This is an optimization exercise on Yosys and OpenROAD, whose aim is small area, a short achievable clock period and few clock cycles, not a production implementation.
Function was checked by simulation only, so behaviour that the tests miss may differ from the original.
Power and IR drop assume default switching activity.

===== flow/run.sh =====
#!/bin/bash
# synth_recipe.tcl (not shown) runs the flow's synth.tcl, then flattens the netlist and writes it again
# the make line also repeats each setting of config.mk as NAME=value (left out here)
make -C /OpenROAD-flow-scripts/flow DESIGN_CONFIG=/design/flow/config.mk WORK_HOME=/design/flow/orfs CLKGATE_MAP_FILE= SYNTH_SCRIPT=/design/flow/synth_recipe.tcl finish

===== flow/config.mk =====
export PLATFORM = sky130hd
export DESIGN_NAME = fb_blit
export DESIGN_NICKNAME = fb_blit
export VERILOG_FILES = /design/flow/design.v
export SDC_FILE = /design/flow/constraint.sdc
export NUM_CORES = 4
export LEC_CHECK = 0
export CAP_MARGIN = 20
export CORE_MARGIN = 2
export CORE_UTILIZATION = 40
export SLEW_MARGIN = 20

===== flow/constraint.sdc =====
create_clock -name core_clock -period 12.0 [get_ports {clk}]
set_input_delay 2.4000 -clock core_clock [delete_from_list [all_inputs] [get_ports {clk}]]
set_output_delay 2.4000 -clock core_clock [all_outputs]
set_load 0.01 [all_outputs]

===== flow/design.v =====
module fb_blit (
    input  wire        clk,
    input  wire        rst,
    input  wire        cmd_valid,
    output wire        cmd_ready,
    input  wire [7:0]  cmd_op,
    input  wire [2:0]  cmd_mode,
    input  wire [1:0]  cmd_color,
    input  wire [15:0] cmd_arg0,
    input  wire [15:0] cmd_arg1,
    input  wire [15:0] cmd_arg2,
    input  wire [15:0] cmd_arg3,
    input  wire [15:0] cmd_arg4,
    input  wire [15:0] cmd_arg5,
    output reg         res_re,
    output reg  [15:0] res_addr,
    input  wire [7:0]  res_rdata,
    output reg         fb_re,
    output reg  [9:0]  fb_raddr,
    input  wire [7:0]  fb_rdata,
    output reg         fb_we,
    output reg  [9:0]  fb_waddr,
    output reg  [7:0]  fb_wdata
);
    localparam [7:0] OP_BITMAP = 8'h40;
    localparam [7:0] OP_SPRITE = 8'h50;
    localparam [1:0] C_OR   = 2'd0;    
    localparam [1:0] C_CLR  = 2'd1;    
    localparam [1:0] C_XOR  = 2'd2;    
    localparam [1:0] C_MASK = 2'd3;    
    localparam [1:0] M_NONE = 2'd0;    
    localparam [1:0] M_SEP  = 2'd1;    
    localparam [1:0] M_PLUS = 2'd2;    
    localparam [3:0] S_IDLE = 4'd0;
    localparam [3:0] S_DEC  = 4'd1;
    localparam [3:0] S_H1   = 4'd2;
    localparam [3:0] S_H2   = 4'd3;
    localparam [3:0] S_GEOM = 4'd4;
    localparam [3:0] S_PAGE = 4'd5;
    localparam [3:0] S_RS   = 4'd6;
    localparam [3:0] S_RM   = 4'd7;
    localparam [3:0] S_RM2  = 4'd8;
    localparam [3:0] S_FRL  = 4'd9;
    localparam [3:0] S_FWL  = 4'd10;
    localparam [3:0] S_FRH  = 4'd11;
    localparam [3:0] S_FWH  = 4'd12;
    localparam [3:0] S_NEXT = 4'd13;
    reg [3:0]  state;
    reg [7:0]  op;
    reg [2:0]  mode_in;
    reg [1:0]  color;
    reg [15:0] a0, a1, a2, a3, a4, a5;
    reg [1:0]  comb;
    reg [1:0]  mkind;
    reg [7:0]  w, h;
    reg [15:0] img, mk;
    reg [5:0]  rows;
    reg [7:0]  ilo, ihi;
    reg [2:0]  yo;
    reg signed [15:0] srow;
    reg [5:0]  pa;         
    reg [12:0] rowbase;    
    reg [7:0]  col;        
    reg        lo_ok, hi_ok;
    reg [7:0]  s_r, m_r;
    wire signed [15:0] x = a0;
    wire signed [15:0] y = a1;
    wire signed [17:0] x18   = {{2{a0[15]}}, a0};
    wire signed [17:0] y18   = {{2{a1[15]}}, a1};
    wire signed [17:0] w18   = {10'd0, w};
    wire signed [17:0] h18   = {10'd0, h};
    wire               g_none = (x18 + w18 <= 0) || (x18 >= 18'sd128) ||
                                (y18 + h18 <= 0) || (y18 >= 18'sd64);
    wire signed [17:0] g_ilo  = (x18 < 0) ? -x18 : 18'sd0;
    wire signed [17:0] g_rw   = 18'sd128 - x18;
    wire signed [17:0] g_ihi  = ((w18 < g_rw) ? w18 : g_rw) - 18'sd1;
    wire [8:0]         g_rows9 = ({1'b0, h} + 9'd7) >> 3;
    wire [5:0]         g_rows  = g_rows9[5:0];
    wire [13:0]        g_fsz  = w * g_rows;
    wire [14:0]        g_fsize = (mkind == M_PLUS) ? {g_fsz, 1'b0} : {1'b0, g_fsz};
    wire [15:0]        g_img  = a2 + 16'd2 + a3[7:0] * g_fsize;
    wire [15:0]        g_mk   = a4 + a5[7:0] * g_fsz;
    wire signed [15:0] page    = srow + {10'd0, pa};
    wire               p_lo_ok = (page >= 0) && (page < 16'sd8);
    wire               p_hi_ok = (yo != 3'd0) && (page >= -16'sd1) && (page < 16'sd7);
    wire [12:0]        n       = rowbase + {5'd0, col};
    wire [15:0]        s_addr  = (mkind == M_PLUS) ? img + {2'b00, n, 1'b0} : img + {3'b000, n};
    wire [15:0]        m_addr  = (mkind == M_PLUS) ? img + {2'b00, n, 1'b0} + 16'd1 : mk + {3'b000, n};
    wire [7:0]         dcol    = a0[7:0] + col;
    wire [9:0]         lo_addr = {page[2:0], dcol[6:0]};
    wire [9:0]         hi_addr = {page[2:0] + 3'd1, dcol[6:0]};
    wire [15:0]        s_sh    = {8'd0, s_r} << yo;
    wire [15:0]        m_sh    = {8'd0, m_r} << yo;
    function [7:0] combine;
        input [1:0] c;
        input [7:0] d;
        input [7:0] sb;
        input [7:0] mb;
        begin
            case (c)
                C_OR:    combine = d | sb;
                C_CLR:   combine = d & ~sb;
                C_XOR:   combine = d ^ sb;
                default: combine = (d & ~mb) | sb;
            endcase
        end
    endfunction
    assign cmd_ready = (state == S_IDLE);
    wire [2:0] mode_res = (mode_in == 3'd5) ? ((a4 != 16'd0) ? 3'd3 : 3'd0) : mode_in;
    always @(*) begin
        res_re   = 1'b0;
        res_addr = s_addr;
        fb_re    = 1'b0;
        fb_raddr = lo_addr;
        fb_we    = 1'b0;
        fb_waddr = lo_addr;
        fb_wdata = combine(comb, fb_rdata, s_sh[7:0], m_sh[7:0]);
        case (state)
            S_DEC: begin
                if (op == OP_SPRITE) begin
                    res_re   = 1'b1;
                    res_addr = a2;
                end
            end
            S_H1: begin
                res_re   = 1'b1;
                res_addr = a2 + 16'd1;
            end
            S_RS: begin
                res_re   = 1'b1;
                res_addr = s_addr;
            end
            S_RM: begin
                if (mkind != M_NONE) begin
                    res_re   = 1'b1;
                    res_addr = m_addr;
                end
            end
            S_FRL: begin
                fb_re    = lo_ok;
                fb_raddr = lo_addr;
            end
            S_FWL: begin
                fb_we    = 1'b1;
                fb_waddr = lo_addr;
                fb_wdata = combine(comb, fb_rdata, s_sh[7:0], m_sh[7:0]);
            end
            S_FRH: begin
                fb_re    = 1'b1;
                fb_raddr = hi_addr;
            end
            S_FWH: begin
                fb_we    = 1'b1;
                fb_waddr = hi_addr;
                fb_wdata = combine(comb, fb_rdata, s_sh[15:8], m_sh[15:8]);
            end
            default: ;
        endcase
    end
    always @(posedge clk) begin
        if (rst) begin
            state <= S_IDLE;
        end else begin
            case (state)
                S_IDLE: begin
                    if (cmd_valid) begin
                        op      <= cmd_op;
                        mode_in <= cmd_mode;
                        color   <= cmd_color;
                        a0      <= cmd_arg0;
                        a1      <= cmd_arg1;
                        a2      <= cmd_arg2;
                        a3      <= cmd_arg3;
                        a4      <= cmd_arg4;
                        a5      <= cmd_arg5;
                        state   <= S_DEC;
                    end
                end
                S_DEC: begin
                    if (op == OP_BITMAP) begin
                        w     <= a3[7:0];
                        h     <= a4[7:0];
                        mkind <= M_NONE;
                        case (color)
                            2'd0:    comb <= C_CLR;
                            2'd1:    comb <= C_OR;
                            default: comb <= C_XOR;
                        endcase
                        if (a2 == 16'd0 || a3[7:0] == 8'd0 || a4[7:0] == 8'd0 || color == 2'd3)
                            state <= S_IDLE;
                        else
                            state <= S_GEOM;
                    end else if (op == OP_SPRITE) begin
                        case (mode_res)
                            3'd0: begin comb <= C_MASK; mkind <= M_NONE; end
                            3'd1: begin comb <= C_OR;   mkind <= M_NONE; end
                            3'd2: begin comb <= C_CLR;  mkind <= M_NONE; end
                            3'd3: begin comb <= C_MASK; mkind <= M_SEP;  end
                            default: begin comb <= C_MASK; mkind <= M_PLUS; end
                        endcase
                        if (a2 == 16'd0 || mode_res > 3'd4 || (mode_res == 3'd3 && a4 == 16'd0))
                            state <= S_IDLE;
                        else
                            state <= S_H1;
                    end else begin
                        state <= S_IDLE;
                    end
                end
                S_H1: begin
                    w     <= res_rdata;
                    state <= S_H2;
                end
                S_H2: begin
                    h     <= res_rdata;
                    state <= (w == 8'd0 || res_rdata == 8'd0) ? S_IDLE : S_GEOM;
                end
                S_GEOM: begin
                    rows    <= g_rows;
                    ilo     <= g_ilo[7:0];
                    ihi     <= g_ihi[7:0];
                    yo      <= a1[2:0];
                    srow    <= y >>> 3;
                    img     <= (op == OP_BITMAP) ? a2 : g_img;
                    mk      <= g_mk;
                    pa      <= 6'd0;
                    rowbase <= 13'd0;
                    state   <= g_none ? S_IDLE : S_PAGE;
                end
                S_PAGE: begin
                    if (pa == rows) begin
                        state <= S_IDLE;
                    end else if (!p_lo_ok && !p_hi_ok) begin
                        pa      <= pa + 6'd1;
                        rowbase <= rowbase + {5'd0, w};
                    end else begin
                        lo_ok <= p_lo_ok;
                        hi_ok <= p_hi_ok;
                        col   <= ilo;
                        state <= S_RS;
                    end
                end
                S_RS: state <= S_RM;
                S_RM: begin
                    s_r <= res_rdata;
                    if (mkind == M_NONE) begin
                        m_r   <= 8'hFF;
                        state <= S_FRL;
                    end else begin
                        state <= S_RM2;
                    end
                end
                S_RM2: begin
                    m_r   <= res_rdata;
                    state <= S_FRL;
                end
                S_FRL: state <= lo_ok ? S_FWL : S_FRH;
                S_FWL: state <= hi_ok ? S_FRH : S_NEXT;
                S_FRH: state <= S_FWH;
                S_FWH: state <= S_NEXT;
                S_NEXT: begin
                    if (col == ihi) begin
                        pa      <= pa + 6'd1;
                        rowbase <= rowbase + {5'd0, w};
                        state   <= S_PAGE;
                    end else begin
                        col   <= col + 8'd1;
                        state <= S_RS;
                    end
                end
                default: state <= S_IDLE;
            endcase
        end
    end
endmodule

==> impl_metrics.py <==
metrics = {
    "clocking": {
        "cts_max_level": 1,
        "post-cts-setup-buffers": 0,
        "tritoncts": "done",
        "cts_repair_resize_count": 0,
        "clkSlewWorstSetupHoldPaths_ps": 60,
        "cts_inserted_buffers": 31,
        "worstSkewPairLatency_ps": 610,
        "cts_hold_repair.buffers": 0,
        "cts_root_buf": "sky130_fd_sc_hd__clkbuf_16",
        "cts_max_path_buffers": 3,
        "clock-sinks": 232,
    },
    "sta": {
        "worst_clock_skew_ps": 13.7,
        "grt_setup_unrepaired": "no",
        "timing.max_slew.rel_slack": 0.194,
        "setup_viol": 0,
        "fmax_mhz": 98.0,
        "slew_viol_final": 0,
        "clock_period_minus_final_worst_setup_slack_ps": 10210,
        "tns_ps": 0,
        "fin_crit_sh": 0.851,
        "report.final.hold_viol_count": 0,
        "timing_worst_slew_pin_value_ps": 1210,
    },
    "die": {
        "core_area_um2": 59100,
        "chipHeight_um": 249,
        "start_util": 0.406,
        "die-area_um2": 62000,
        "std_cell_rows": 89,
        "io-pin-count": 176,
        "die_x_um": 249,
    },
    "power_and_ir_drop": {
        "power-per-cell-area_nw_per_um2": 94.8,
        "vdd_ir_drop_max_mv": 0.112,
        "leakagePower_nw": 11.3,
    },
    "grt": {
        "grt_max_degree": 71,
        "antenna_found_initial": 1,
        "first_global_vias": 19800,
        "global_route.overflow_total": 0,
        "grt_util_all_layers": 0.223,
        "grt_pass1_wl_mm": 111,
    },
    "setup_path": {
        "end_kind": "register",
        "critical_path_arrival_ps": 10560,
        "reg2regPathDepth": 28,
        "worst_path_most_repeated_cell": "sky130_fd_sc_hd__fa_1",
        "crit_path_max_incr_delay_ps": 770,
        "timing.critical_path.max_delay_family": "adder cells",
        "regToRegStartpoint": "h[1]",
        "criticalPathCategory": "reg -> reg",
        "timing.critical_path.slowest_stage_cell": "sky130_fd_sc_hd__xor2_1",
        "critical_path.startpoint": "h[1]",
        "critical_path_required_ps": 12360,
        "cp-start-kind": "register",
        "reg2reg_slack_ps": 1790,
        "crit_buf_inv": 2,
        "crit_path_max_fanout": 10,
        "path_depth": 28,
    },
    "yosys": {
        "avgSynthCellArea_um2": 9.23,
        "post_synth_xor_area_fraction": 0.0679,
        "synth_compound_gate_area_share": 0.133,
        "ys_seq_area_frac": 0.289,
        "synthAdderAreaFrac": 0.250,
        "synth_nets": 3099,
        "async_reset_ff_frac": 0,
        "synth.cell_area_um2": 24000,
        "largest_family_of_logic_cells_by_synthesized_area": "adder cells",
        "synth.area.mux_share": 0.0193,
        "syn-instance-count": 2600,
        "synthTopCellsByArea": "sky130_fd_sc_hd__edfxtp_1 (29%), sky130_fd_sc_hd__fa_1 (15%), sky130_fd_sc_hd__ha_1 (9.9%)",
        "synth_top_cell_area_share": 0.285,
        "synth-simple-area-share": 0.174,
        "synth_flop_cell": "sky130_fd_sc_hd__edfxtp_1",
        "yosys_register_bits": 232,
        "number_of_library_cell_types_mapped_by_synthesis": 94,
        "yosysWarningCount": 1,
        "synth_enable_flop_cells": 228,
        "synth_area_leader_cell": "sky130_fd_sc_hd__edfxtp_1",
    },
    "min_path": {
        "holdCritStartpoint": "a1[14]",
        "class_of_the_worst_hold_path": "reg -> reg",
        "hold-path-cell-count": 0,
    },
    "finish": {
        "finalNetCount": 3215,
        "fin_util": 0.464,
        "layout.area.seq_um2": 6930,
        "n_fill_cell": 5584,
        "synth_to_final_area_change_pct": 14.3,
        "mostFrequentLayoutCell": "sky130_fd_sc_hd__inv_1",
        "drive_above_1_share": 0.0434,
        "multi_input_area_um2": 15500,
        "final-instance-count-excl-fill": 3514,
        "final_cell_mix": "sky130_fd_sc_hd__inv_1 (325), sky130_fd_sc_hd__nand2_1 (319), sky130_fd_sc_hd__edfxtp_1 (228), sky130_fd_sc_hd__ha_1 (189), sky130_fd_sc_hd__fa_1 (182)",
    },
    "drt": {
        "detail-route-antenna-nets": 0,
        "aggregate_routed_wire_length_mm": 68.4,
        "wl_per_cell_um": 19.5,
        "post-route-drc-count": 0,
        "vias": 19300,
        "initialDrtViolationCount": 1353,
        "post_drt_via_cell_ratio": 5.50,
        "firstDrtPassIters": 8,
    },
    "place": {
        "gp_congestion": 0.900,
        "place_inst": 3456,
        "dp_hpwl_mm": 53.7,
        "number_of_port_buffers": 159,
    },
    "status": {
        "outcome": "no timing/DRC/antenna violations",
    },
    "flow_run": {
        "max-cap-violations": 0,
    },
}
[worst register-to-register path, delay by kind of cell, from the launching register on]
| kind | cells | cell delay [ps] |
|---|---|---|
| mux | 1 | 270 |
| fa+ha+maj | 9 | 4240 |
| simple gates | 7 | 1110 |
| xor+xnor | 4 | 1810 |
| buf+inv | 2 | 90 |
| flops | 1 | 380 |
| compound gates | 5 | 2060 |
[routing by layer]
layer,vias up,track usage,part of all wire
li1,9127,-,-
met1,9523,0.301,0.45
met2,560,0.379,0.47
met3,101,0.0229,0.049
met4,2,0.0667,0.033
met5,-,0,0.00020
[synth_stat cells (8+ instances only)]
cell,count
sky130_fd_sc_hd__clkbuf_1,76
sky130_fd_sc_hd__inv_1,325
sky130_fd_sc_hd__a211oi_1,10
sky130_fd_sc_hd__o21a_1,23
sky130_fd_sc_hd__nor2_1,160
sky130_fd_sc_hd__or3_1,13
sky130_fd_sc_hd__nand4_1,19
sky130_fd_sc_hd__a22oi_1,8
sky130_fd_sc_hd__xor2_1,61
sky130_fd_sc_hd__and2_1,95
sky130_fd_sc_hd__a31oi_1,11
sky130_fd_sc_hd__nand3_1,56
sky130_fd_sc_hd__nand2b_1,31
sky130_fd_sc_hd__ha_1,189
sky130_fd_sc_hd__nor2b_1,25
sky130_fd_sc_hd__o211ai_1,14
sky130_fd_sc_hd__and3_1,34
sky130_fd_sc_hd__o21ai_0,130
sky130_fd_sc_hd__xnor2_1,113
sky130_fd_sc_hd__mux2i_1,25
sky130_fd_sc_hd__nand2_1,319
sky130_fd_sc_hd__a21oi_1,138
sky130_fd_sc_hd__fa_1,182
sky130_fd_sc_hd__a21boi_0,8
sky130_fd_sc_hd__nor3_1,54
sky130_fd_sc_hd__nor4_1,22
sky130_fd_sc_hd__edfxtp_1,228
sky130_fd_sc_hd__nor4b_1,8
sky130_fd_sc_hd__mux2_2,11
sky130_fd_sc_hd__a21o_1,29
sky130_fd_sc_hd__o21bai_1,17
[power by group]
part           switching [W]  leakage, nW  total, W  internal, W
sequential         0.0000273         2.11  0.000962     0.000935
clock               0.000385        0.534   0.00101     0.000623
combinational       0.000327         8.62  0.000630     0.000303
total               0.000739         11.3   0.00260      0.00186
[stage by stage]
stage	worst slack (ps)	power (W)	instance area, um2	hold slack (ps)
finish	1790	0.00260	27400	474
floorplan	1930	0.00144	24000	424
detailed placement	1800	0.00161	26300	448
CTS	1740	0.00263	27400	467
global route	1150	0.00275	27400	511
global placement	1880	0.00160	26300	450
[sequential cells by signal, indices dropped and copies added (netlist names), 13 cells and up]
| register | count |
|---|---|
| a0 | 16 |
| a1 | 16 |
| a2 | 16 |
| a4 | 16 |
| img | 16 |
| mk | 16 |
| rowbase | 13 |
| srow | 13 |
[worst paths after layout]
kind | end
hold reg to reg | srow[11]
setup reg to reg | img[15]
hold / removal | srow[11]
setup / recovery | img[15]
[cells by family after synthesis]
| logic type | count (synthesis) |
|---|---|
| fa+ha+maj | 371 |
| compound gates | 490 |
| flops | 232 |
| buf+inv | 418 |
| xor+xnor | 179 |
| simple gates | 869 |
| mux | 41 |
[area by class of cell]
class | instances | share of cell area
clock buffer | 35 | 0.0288
tap | 773 | 0.0353
antenna | 1 | 0.0000912
inverter | 326 | 0.0446
clock inverter | 22 | 0.0112
sequential | 232 | 0.252
timing repair buffer | 175 | 0.0624
multi-input combinational | 1950 | 0.565
Testbench counts, summed over its fixed seeds: cycles 128,035.

[re-timing with driven ports]
How much do the figures lean on ideal ports? The routed layout below was timed once more, with nothing changed but the port constraints. Step 1 assumes that a clkbuf_16 drives the clock port and a buf_2 every other input. Step 2, shift: input delay + t, output delay - t, t = (earliest + latest rising clock arrival at the registers) / 2. This alone moves slack from input paths to output paths. Three values: ideal, step 1, step 2; two values: the first two.
shift t [ns]: 0.663
setup WS [ns]: 1.792 / 1.792 / 1.792
hold WS [ns]: 0.474 / 0.474 / 0.474
After both steps this run still meets setup and hold. For this run, drivers alone change the setup slack by 0.000 ns; drivers and shift together by 0.000 ns.
